What follows belongs to an exercise in optimizing a design on an open flow for small area; a production flow would make more cautious choices. The RTL was checked by simulation tests, not by an equivalence proof against the original design. Power is estimated from default activity; no workload was simulated.

==> nickel: inputs <==
==> flow/design.v <==
module scd41_meas_decoder (
    input  wire        clk,
    input  wire        rst,
    input  wire        in_valid,
    input  wire [7:0]  in_data,
    output wire        in_ready,
    output reg         out_valid,
    output reg  [15:0] co2,
    output reg  [15:0] raw_t,
    output reg  [15:0] raw_rh,
    output wire [31:0] temp,
    output wire [31:0] rh
);
    reg [4:0]  g;
    reg [3:0]  n;
    reg        f;         
    reg [3:0]  st;
    reg [15:0] rc, rt, rr;
    reg [23:0] w;
    reg [31:0] rtf;
    reg [7:0]  rm8;
    reg        cy, sign;
    reg [4:0]  u;
    reg [27:0] rh_q;
    reg [28:0] temp_q;
    wire rh_e654 = !rh_q[27] && (rh_q[26:23] != 4'd0);
    assign rh   = {1'b0, rh_q[27], {3{rh_e654}}, rh_q[26:0]};
    assign temp = {temp_q[28:27], {3{~temp_q[27]}}, temp_q[26:0]};
    wire       ch   = st[3];
    wire [2:0] sc   = st[2:0];
    wire       idle = (st == 4'b1011);
    wire       g0  = (g == 5'd0);
    wire       g16 = (g == 5'd16);
    wire       g30 = (g == 5'd30);
    wire       g31 = (g == 5'd31);
    wire       c3  = (g[2] & u[2]) | ((g[2] | u[2]) & ((g[1] & u[1]) | ((g[1] | u[1]) & g[0] & u[0])));
    wire       ea  = rm8[0];       
    wire is_data = !n[1];
    wire hi      = !n[1] && !n[0];
    wire n7      = (n == 4'b1001);                 
    wire n8      = (n == 4'b1010);                 
    wire n9      = n[3] && n[2];
    wire start   = (n == 4'b0110) || (n == 4'b1000) || n7;
    wire acc = n8 ? ch : n7 ? !idle : !n9;
    wire wr  = in_valid && acc && is_data && (g[3] == hi);
    assign in_ready = acc && (!is_data || (g[3] == hi && g[2:0] == 3'd7 && f));
    wire take   = in_valid && in_ready;
    wire in_bit = in_data[g[2:0]];
    wire wr_c = wr && n[3:2] == 2'd0;
    wire wr_t = wr && n[3:2] == 2'd1;
    wire wr_r = wr && n[3:2] == 2'd2;
    wire prod  = !idle && !sc[2];
    wire first = !idle && sc == 3'd0;
    wire pg    = sc == 3'd4;
    wire rota  = sc == 3'd5;
    wire rotb  = sc == 3'd6;
    wire em    = sc == 3'd7;
    wire lo16  = !g[4];
    wire act   = !(g[4] && g[3]);                    
    wire [2:0] i = g[2:0];
    localparam [7:0] K_Q   = 8'd210;    
    localparam [7:0] K_EXP = 8'd111;    
    reg tap, msk, neg;
    always @(*) begin
        case ({ch, sc[1:0]})
            3'b000:  begin tap = rt[9];  msk = (i != 3'd7);            neg = 1'b0; end  
            3'b001:  begin tap = rt[11]; msk = (i[2:1] != 2'b11) && (i != 3'd5); neg = 1'b0; end  
            3'b010:  begin tap = rt[12]; msk = !i[2];                  neg = 1'b0; end  
            3'b011:  begin tap = rt[0];  msk = 1'b0;                   neg = lo16 || K_Q[i]; end  
            3'b100:  begin tap = rr[9];  msk = (i != 3'd7);            neg = 1'b0; end  
            3'b101:  begin tap = rr[11]; msk = (i[2:1] != 2'b11) && (i != 3'd5); neg = 1'b1; end  
            default: begin tap = rr[14]; msk = (i[2:1] == 2'b00);      neg = 1'b0; end  
        endcase
    end
    wire op   = neg ^ (tap & (lo16 || msk));
    wire       u_lo0 = (u[2:0] == 3'd0);
    wire       la = rota && (act || (!u_lo0 && !c3));
    wire       lb = rotb && !(u[3] ^ u_lo0) && act;
    wire       loop = la || lb;
    wire       rm_tap = u_lo0 ? w[0] : rm8[u[2:0]];
    wire found = |u;
    wire qsel = u[4] && g[4] && !g[3] && c3;
    wire src  = qsel ? w[16] : w[0];
    wire ebit = src ^ sign;
    reg  ub;
    always @(*) begin
        case (i)
            3'd0: ub = u[0];
            3'd1: ub = u[1];
            3'd2: ub = u[2];
            3'd3: ub = u[3];
            3'd4: ub = u[4];
            default: ub = 1'b0;
        endcase
    end
    wire kb = K_EXP[i];
    wire ad_a = em ? (act ? ebit : ub) : (!first && (lo16 ? w[0] : w[16]));
    wire ad_b = prod ? op : (em && (g0 || (!act && kb && found)));
    wire ad_c = g0 ? (!em && !first && ea) : cy;
    wire ad_s = ad_a ^ ad_b ^ ad_c;
    wire ad_o = (ad_a & ad_b) | (ad_a & ad_c) | (ad_b & ad_c);
    wire eout = g0 ? sign : ad_s;
    wire sbit = ad_s ^ sign;           
    wire em_rh = em && ch;
    wire w15_ad = ((prod || pg) && lo16) || (em_rh && act && (g[4] || g[3]));
    wire rm_ad  = em_rh && !g[4] && !g[3] && !g0;
    always @(posedge clk) begin
        rc  <= {wr_c ? in_bit : rc[0], rc[15:1]};
        rt  <= {wr_t ? in_bit : rt[0], rt[15:1]};
        rr  <= {wr_r ? in_bit : rr[0], rr[15:1]};
        w[14:0]  <= w[15:1];
        w[15]    <= w15_ad ? ad_s : la ? w[16] : lb ? rm8[0] : w[0];
        w[22:16] <= w[23:17];
        w[23]    <= (!lo16 && (act ? (prod || pg) : em_rh)) ? ad_s : la ? rm_tap : w[16];
        rtf <= {(em && !ch) ? eout : rtf[0], rtf[31:1]};
        rm8 <= {rm_ad ? ad_s : loop ? w[0] : (prod && g16) ? cy : rm8[0], rm8[7:1]};
        cy <= ad_o;
        if (prod && g30)
            sign <= w[16] & w[17];
        if (pg && act && (g0 || sbit))
            u <= sbit ? g : 5'd0;
        f <= (g[2:0] == 3'd0) ? wr : (f && wr);
        if (rst) begin
            g         <= 5'd0;
            n         <= 4'd0;
            st        <= 4'b1011;
            out_valid <= 1'b0;
        end else begin
            g <= g + 5'd1;
            if (take) begin
                n <= n[1] ? {n[3:2] + 2'd1, 2'd0} : {n[3:2], n[1:0] + 2'd1};
            end
            out_valid <= 1'b0;
            if (g31) begin
                if (idle) begin
                    if (start)
                        st <= 4'b0000;
                end else if (st == 4'b0111) begin
                    if (n8)
                        st <= 4'b1000;
                end else if (st == 4'b1010)
                    st <= 4'b1100;
                else if (st == 4'b1111)
                    st <= 4'b1011;
                else
                    st <= st + 4'd1;
            end
            if (idle && g0 && n9) begin
                co2       <= rc;
                raw_t     <= rt;
                raw_rh    <= rr;
                temp_q    <= {rtf[0], rtf[31], rtf[27:1]};
                rh_q      <= {w[23], w[19:16], w[7:0], w[15:8], rm8[7:1]};
                out_valid <= 1'b1;
                n         <= 4'd0;
            end
        end
    end
endmodule
==> flow/flow/run.sh <==
#!/bin/bash
# The standard ORFS layout (standard.sh) with these changes:
#  - synthesis is synth_recipe.tcl unchanged except that ABC maps for area
#    only (flow/abc_area.script: no buffering or sizing, no delay target),
#    and the full-adder extraction is skipped (ADDER_MAP_FILE empty);
#  - ports are buffered with buf_1 instead of the flow's default buffer;
#  - CTS clusters sinks with small clock buffers and no dummy loads.
set -euo pipefail
here=$(pwd)
{
  head -n 1 synth_recipe.tcl
  echo 'proc abc {args} {'
  echo '  set i [lsearch $args -script]'
  echo "  if {\$i >= 0} { lset args [expr {\$i + 1}] $here/flow/abc_area.script }"
  echo '  set j [lsearch $args -D]'
  echo '  if {$j >= 0} { set args [lreplace $args $j [expr {$j + 1}]] }'
  echo '  yosys abc {*}$args'
  echo '}'
  tail -n +2 synth_recipe.tcl
} > synth_area.tcl
bash standard.sh \
  "SYNTH_SCRIPT=$here/synth_area.tcl" \
  'ADDER_MAP_FILE=' \
  'BUFFER_PORTS_ARGS=-buffer_cell sky130_fd_sc_hd__buf_1' \
  'CTS_ARGS=-sink_clustering_enable -repair_clock_nets -dont_use_dummy_load -sink_clustering_size 12 -sink_clustering_max_diameter 45 -buf_list {sky130_fd_sc_hd__clkbuf_4} -root_buf sky130_fd_sc_hd__clkbuf_8 -tree_buf {sky130_fd_sc_hd__clkbuf_4}' \
  finish > standard_flow.log 2>&1
==> flow/flow/abc_area.script <==
strash; dch -f; amap; mfs2; strash; dch -f; amap; topo
==> flow/standard.sh <==
#!/bin/bash
# synth_recipe.tcl (not shown) runs the flow's synth.tcl, then flattens the netlist and writes it again
# the make line also repeats each setting of config.mk as NAME=value (left out here)
make -C /OpenROAD-flow-scripts/flow DESIGN_CONFIG=/design/flow/config.mk WORK_HOME=/design/flow/orfs CLKGATE_MAP_FILE= SYNTH_SCRIPT=/design/flow/synth_recipe.tcl "${@:-finish}"
==> flow/config.mk <==
export PLATFORM = sky130hd
export DESIGN_NAME = scd41_meas_decoder
export DESIGN_NICKNAME = scd41_meas_decoder
export VERILOG_FILES = /design/flow/design.v
export SDC_FILE = /design/flow/constraint.sdc
export NUM_CORES = 4
export LEC_CHECK = 0
export ABC_AREA = 1
export CAP_MARGIN = 20
export CORE_MARGIN = 2
export CORE_UTILIZATION = 40
export PLACE_DENSITY = 0.6
export SLEW_MARGIN = 20
==> flow/constraint.sdc <==
create_clock -name core_clock -period 10.0 [get_ports {clk}]
set_input_delay 2.0000 -clock core_clock [delete_from_list [all_inputs] [get_ports {clk}]]
set_output_delay 2.0000 -clock core_clock [all_outputs]
set_load 0.01 [all_outputs]
==> fjord: changes against nickel <==
--- a/flow/design.v
+++ b/flow/design.v
@@ -35,3 +35,2 @@
     wire       g31 = (g == 5'd31);
-    wire       c3  = (g[2] & u[2]) | ((g[2] | u[2]) & ((g[1] & u[1]) | ((g[1] | u[1]) & g[0] & u[0])));
     wire       ea  = rm8[0];       
@@ -75,10 +74,11 @@
     wire op   = neg ^ (tap & (lo16 || msk));
-    wire       u_lo0 = (u[2:0] == 3'd0);
-    wire       la = rota && (act || (!u_lo0 && !c3));
-    wire       lb = rotb && !(u[3] ^ u_lo0) && act;
+    wire [3:0] d  = 4'd8 - u[3:0];
+    wire       la = rota && (d[2:0] != 3'd0) && (lo16 || (!g[3] && i < d[2:0]));   
+    wire       lb = rotb && d[3] && act;
     wire       loop = la || lb;
-    wire       rm_tap = u_lo0 ? w[0] : rm8[u[2:0]];
+    wire       rm_tap = rm8[~d[2:0] + 3'd1];                   
     wire found = |u;
+    wire c3   = (g[2] & u[2]) | ((g[2] | u[2]) & ((g[1] & u[1]) | ((g[1] | u[1]) & g[0] & u[0])));
     wire qsel = u[4] && g[4] && !g[3] && c3;
-    wire src  = qsel ? w[16] : w[0];
+    wire src  = qsel ? w[16 + u[2:0]] : w[0];
     wire ebit = src ^ sign;
@@ -111,5 +111,5 @@
         w[14:0]  <= w[15:1];
-        w[15]    <= w15_ad ? ad_s : la ? w[16] : lb ? rm8[0] : w[0];
+        w[15]    <= w15_ad ? ad_s : la ? rm_tap : lb ? rm8[0] : w[0];
         w[22:16] <= w[23:17];
-        w[23]    <= (!lo16 && (act ? (prod || pg) : em_rh)) ? ad_s : la ? rm_tap : w[16];
+        w[23]    <= (!lo16 && (act ? (prod || pg) : em_rh)) ? ad_s : w[16];
         rtf <= {(em && !ch) ? eout : rtf[0], rtf[31:1]};
--- a/flow/flow/run.sh
+++ b/flow/flow/run.sh
@@ -24,3 +24,3 @@
   'BUFFER_PORTS_ARGS=-buffer_cell sky130_fd_sc_hd__buf_1' \
-  'CTS_ARGS=-sink_clustering_enable -repair_clock_nets -dont_use_dummy_load -sink_clustering_size 12 -sink_clustering_max_diameter 45 -buf_list {sky130_fd_sc_hd__clkbuf_4} -root_buf sky130_fd_sc_hd__clkbuf_8 -tree_buf {sky130_fd_sc_hd__clkbuf_4}' \
+  'CTS_ARGS=-sink_clustering_enable -repair_clock_nets -dont_use_dummy_load -sink_clustering_size 20 -sink_clustering_max_diameter 60 -buf_list {sky130_fd_sc_hd__clkbuf_8}' \
   finish > standard_flow.log 2>&1
==> juniper: changes against nickel <==
--- a/flow/flow/run.sh
+++ b/flow/flow/run.sh
@@ -24,3 +24,3 @@
   'BUFFER_PORTS_ARGS=-buffer_cell sky130_fd_sc_hd__buf_1' \
-  'CTS_ARGS=-sink_clustering_enable -repair_clock_nets -dont_use_dummy_load -sink_clustering_size 12 -sink_clustering_max_diameter 45 -buf_list {sky130_fd_sc_hd__clkbuf_4} -root_buf sky130_fd_sc_hd__clkbuf_8 -tree_buf {sky130_fd_sc_hd__clkbuf_4}' \
+  'CTS_ARGS=-sink_clustering_enable -repair_clock_nets -dont_use_dummy_load -sink_clustering_size 12 -sink_clustering_max_diameter 45 -buf_list {sky130_fd_sc_hd__clkbuf_4} -root_buf sky130_fd_sc_hd__clkbuf_8 -tree_buf {sky130_fd_sc_hd__clkbuf_8}' \
   finish > standard_flow.log 2>&1
Settings changed: CORE_UTILIZATION 40 to 55, PLACE_DENSITY 0.6 to 0.75.
==> comparison table <==
| metric | juniper | fjord | nickel |
|---|---|---|---|
| Fraction of area in multi-input gates | 12.0% | 12.6% | 12.0% |
| Worst setup path start | st[1] | st[3] | g[1] |
| Placer's final routability congestion estimate | 0.936 | 0.885 | 0.883 |
| Non-clock inverter total of the final layout | 37 | 39 | 37 |
| Number of global-route vias before repair | 3590 | 3818 | 3731 |
| Proportion of total power due to net switching | 19.4% | 19.4% | 19.5% |
| Maximum number of pins on one net before global-route repair | 83 | 80 | 79 |
| Post-layout util | 62.7% | 46.5% | 46.1% |
| Skew final | 0.0722 ns | 0.0746 ns | 0.0410 ns |
| Clk cell area share | 2.71% | 2.91% | 2.60% |
| Vias per cell | 5.11 | 4.80 | 4.72 |
| Period utilisation layout | 43.6% | 45.5% | 42.9% |
| Outcome | complete, no violations | complete, no violations | complete, no violations |
| Worst hold endpoint | rtf[30] | rtf[27] | rt[2] |
| Met3 wire len | 896 um | 755 um | 696 um |
| Met2 Resource Use GR | 26.1% | 21.0% | 20.6% |
| Net count after synthesis | 472 | 484 | 472 |
| Final routed wire length divided by cell count | 14.9 um | 14.9 um | 14.3 um |

==> v7 <==
RTL: the design.v shown in full above, as it stands there.
clock: 10.0 ns
lec_check: 0
abc_area: 1
cap_margin: 20
core_margin: 2
core_utilization: 40
place_density: 0.6
slew_margin: 20
standard.sh (not shown) runs the stock make flow with config.mk's settings and CLKGATE_MAP_FILE= SYNTH_SCRIPT=/design/flow/synth_recipe.tcl, a recipe that flattens the netlist after the stock synthesis.
==> flow/flow/run.sh <==
#!/bin/bash
# The standard ORFS layout (standard.sh) with these changes:
#  - synthesis is synth_recipe.tcl unchanged except that ABC maps for area
#    only (flow/abc_area.script: no buffering or sizing, no delay target),
#    and the full-adder extraction is skipped (ADDER_MAP_FILE empty);
#  - ports are buffered with buf_1 instead of the flow's default buffer;
#  - CTS clusters sinks with small clock buffers and no dummy loads.
set -euo pipefail
here=$(pwd)
{
  head -n 1 synth_recipe.tcl
  echo 'proc abc {args} {'
  echo '  set i [lsearch $args -script]'
  echo "  if {\$i >= 0} { lset args [expr {\$i + 1}] $here/flow/abc_area.script }"
  echo '  set j [lsearch $args -D]'
  echo '  if {$j >= 0} { set args [lreplace $args $j [expr {$j + 1}]] }'
  echo '  yosys abc {*}$args'
  echo '}'
  tail -n +2 synth_recipe.tcl
} > synth_area.tcl
bash standard.sh \
  "SYNTH_SCRIPT=$here/synth_area.tcl" \
  'ADDER_MAP_FILE=' \
  'BUFFER_PORTS_ARGS=-buffer_cell sky130_fd_sc_hd__buf_1' \
  'CTS_ARGS=-sink_clustering_enable -repair_clock_nets -dont_use_dummy_load -sink_clustering_size 30 -sink_clustering_max_diameter 100 -buf_list {sky130_fd_sc_hd__clkbuf_16} -root_buf sky130_fd_sc_hd__clkbuf_8 -tree_buf {sky130_fd_sc_hd__clkbuf_8}' \
  finish > standard_flow.log 2>&1
==> flow/flow/abc_area.script <==
strash; dch -f; amap; mfs2; strash; dch -f; amap; topo
==> v29 (differences from v7) <==
--- a/flow/flow/run.sh
+++ b/flow/flow/run.sh
@@ -23,4 +23,4 @@
   'ADDER_MAP_FILE=' \
   'BUFFER_PORTS_ARGS=-buffer_cell sky130_fd_sc_hd__buf_1' \
-  'CTS_ARGS=-sink_clustering_enable -repair_clock_nets -dont_use_dummy_load -sink_clustering_size 30 -sink_clustering_max_diameter 100 -buf_list {sky130_fd_sc_hd__clkbuf_16} -root_buf sky130_fd_sc_hd__clkbuf_8 -tree_buf {sky130_fd_sc_hd__clkbuf_8}' \
+  'CTS_ARGS=-sink_clustering_enable -repair_clock_nets -dont_use_dummy_load -sink_clustering_size 13 -sink_clustering_max_diameter 45 -buf_list {sky130_fd_sc_hd__clkbuf_4} -root_buf sky130_fd_sc_hd__clkbuf_4 -tree_buf {sky130_fd_sc_hd__clkbuf_4}' \
   finish > standard_flow.log 2>&1
==> flow_summary.ini <==
[status]
status = timing/DRC/antenna clean

[final_layout]
seq_share_pct = 74.5
multi_input_area_share_pct = 12.0
fin_util_pct = 45.9

[routing]
wl_um = 11900
dr_wl_met2_um = 5440

[power]
netSwitchingFraction_pct = 19.8
p_clk_share_pct = 25.9
netSwitchingPower_uw = 281
power.total_uw = 1420

[timing]
fin_ws_ns = 5.59
clock.fmax_mhz = 227
fin_skew_ns = 0.0986

[critical_path]
arrival_ns = 2.41
[end of results for v29]
==> flow_summary.ini <==
[timing]
fin_skew_ns = 0.0269
fin_ws_ns = 5.67

[final_layout]
multi_input_area_share_pct = 11.9

[routing]
dr_wl_met2_um = 5380
wl_um = 11800

[power]
netSwitchingFraction_pct = 19.0
power.total_uw = 1480
p_clk_share_pct = 29.0
netSwitchingPower_uw = 282

[critical_path]
arrival_ns = 2.33

[status]
status = timing/DRC/antenna clean
[end of results for v7]

static timing again, ports no longer ideal:
In the flow no input, the clock included, has a driving cell. The finished layouts below were timed again as built, in two steps. Step 1, drivers: a clkbuf_16 drives clk and a buf_2 each remaining input, both assumed. Step 2 moves the port delays by t, midway between the first and last clock arrival at a register: inputs arrive t later, outputs are due t later. That takes back most of the time a late clock gives input paths. a / b / c = ideal / step 1 / step 2; a / b = the first two.
run | t (ns) | slack for setup (ns) | worst data-port slew with drivers (ns)
nickel | 0.524 | 5.707 / 5.672 / 5.737 | 0.04
fjord | 0.520 | 5.451 / 5.413 / 5.542 | 0.03
juniper | 0.507 | 5.639 / 5.604 / 5.829 | 0.04
v7 | 0.514 | 5.671 / 5.635 / 5.750 | 0.04
v29 | 0.629 | 5.590 / 5.556 / 5.728 | 0.04
After both steps setup and hold are still met in every run listed.
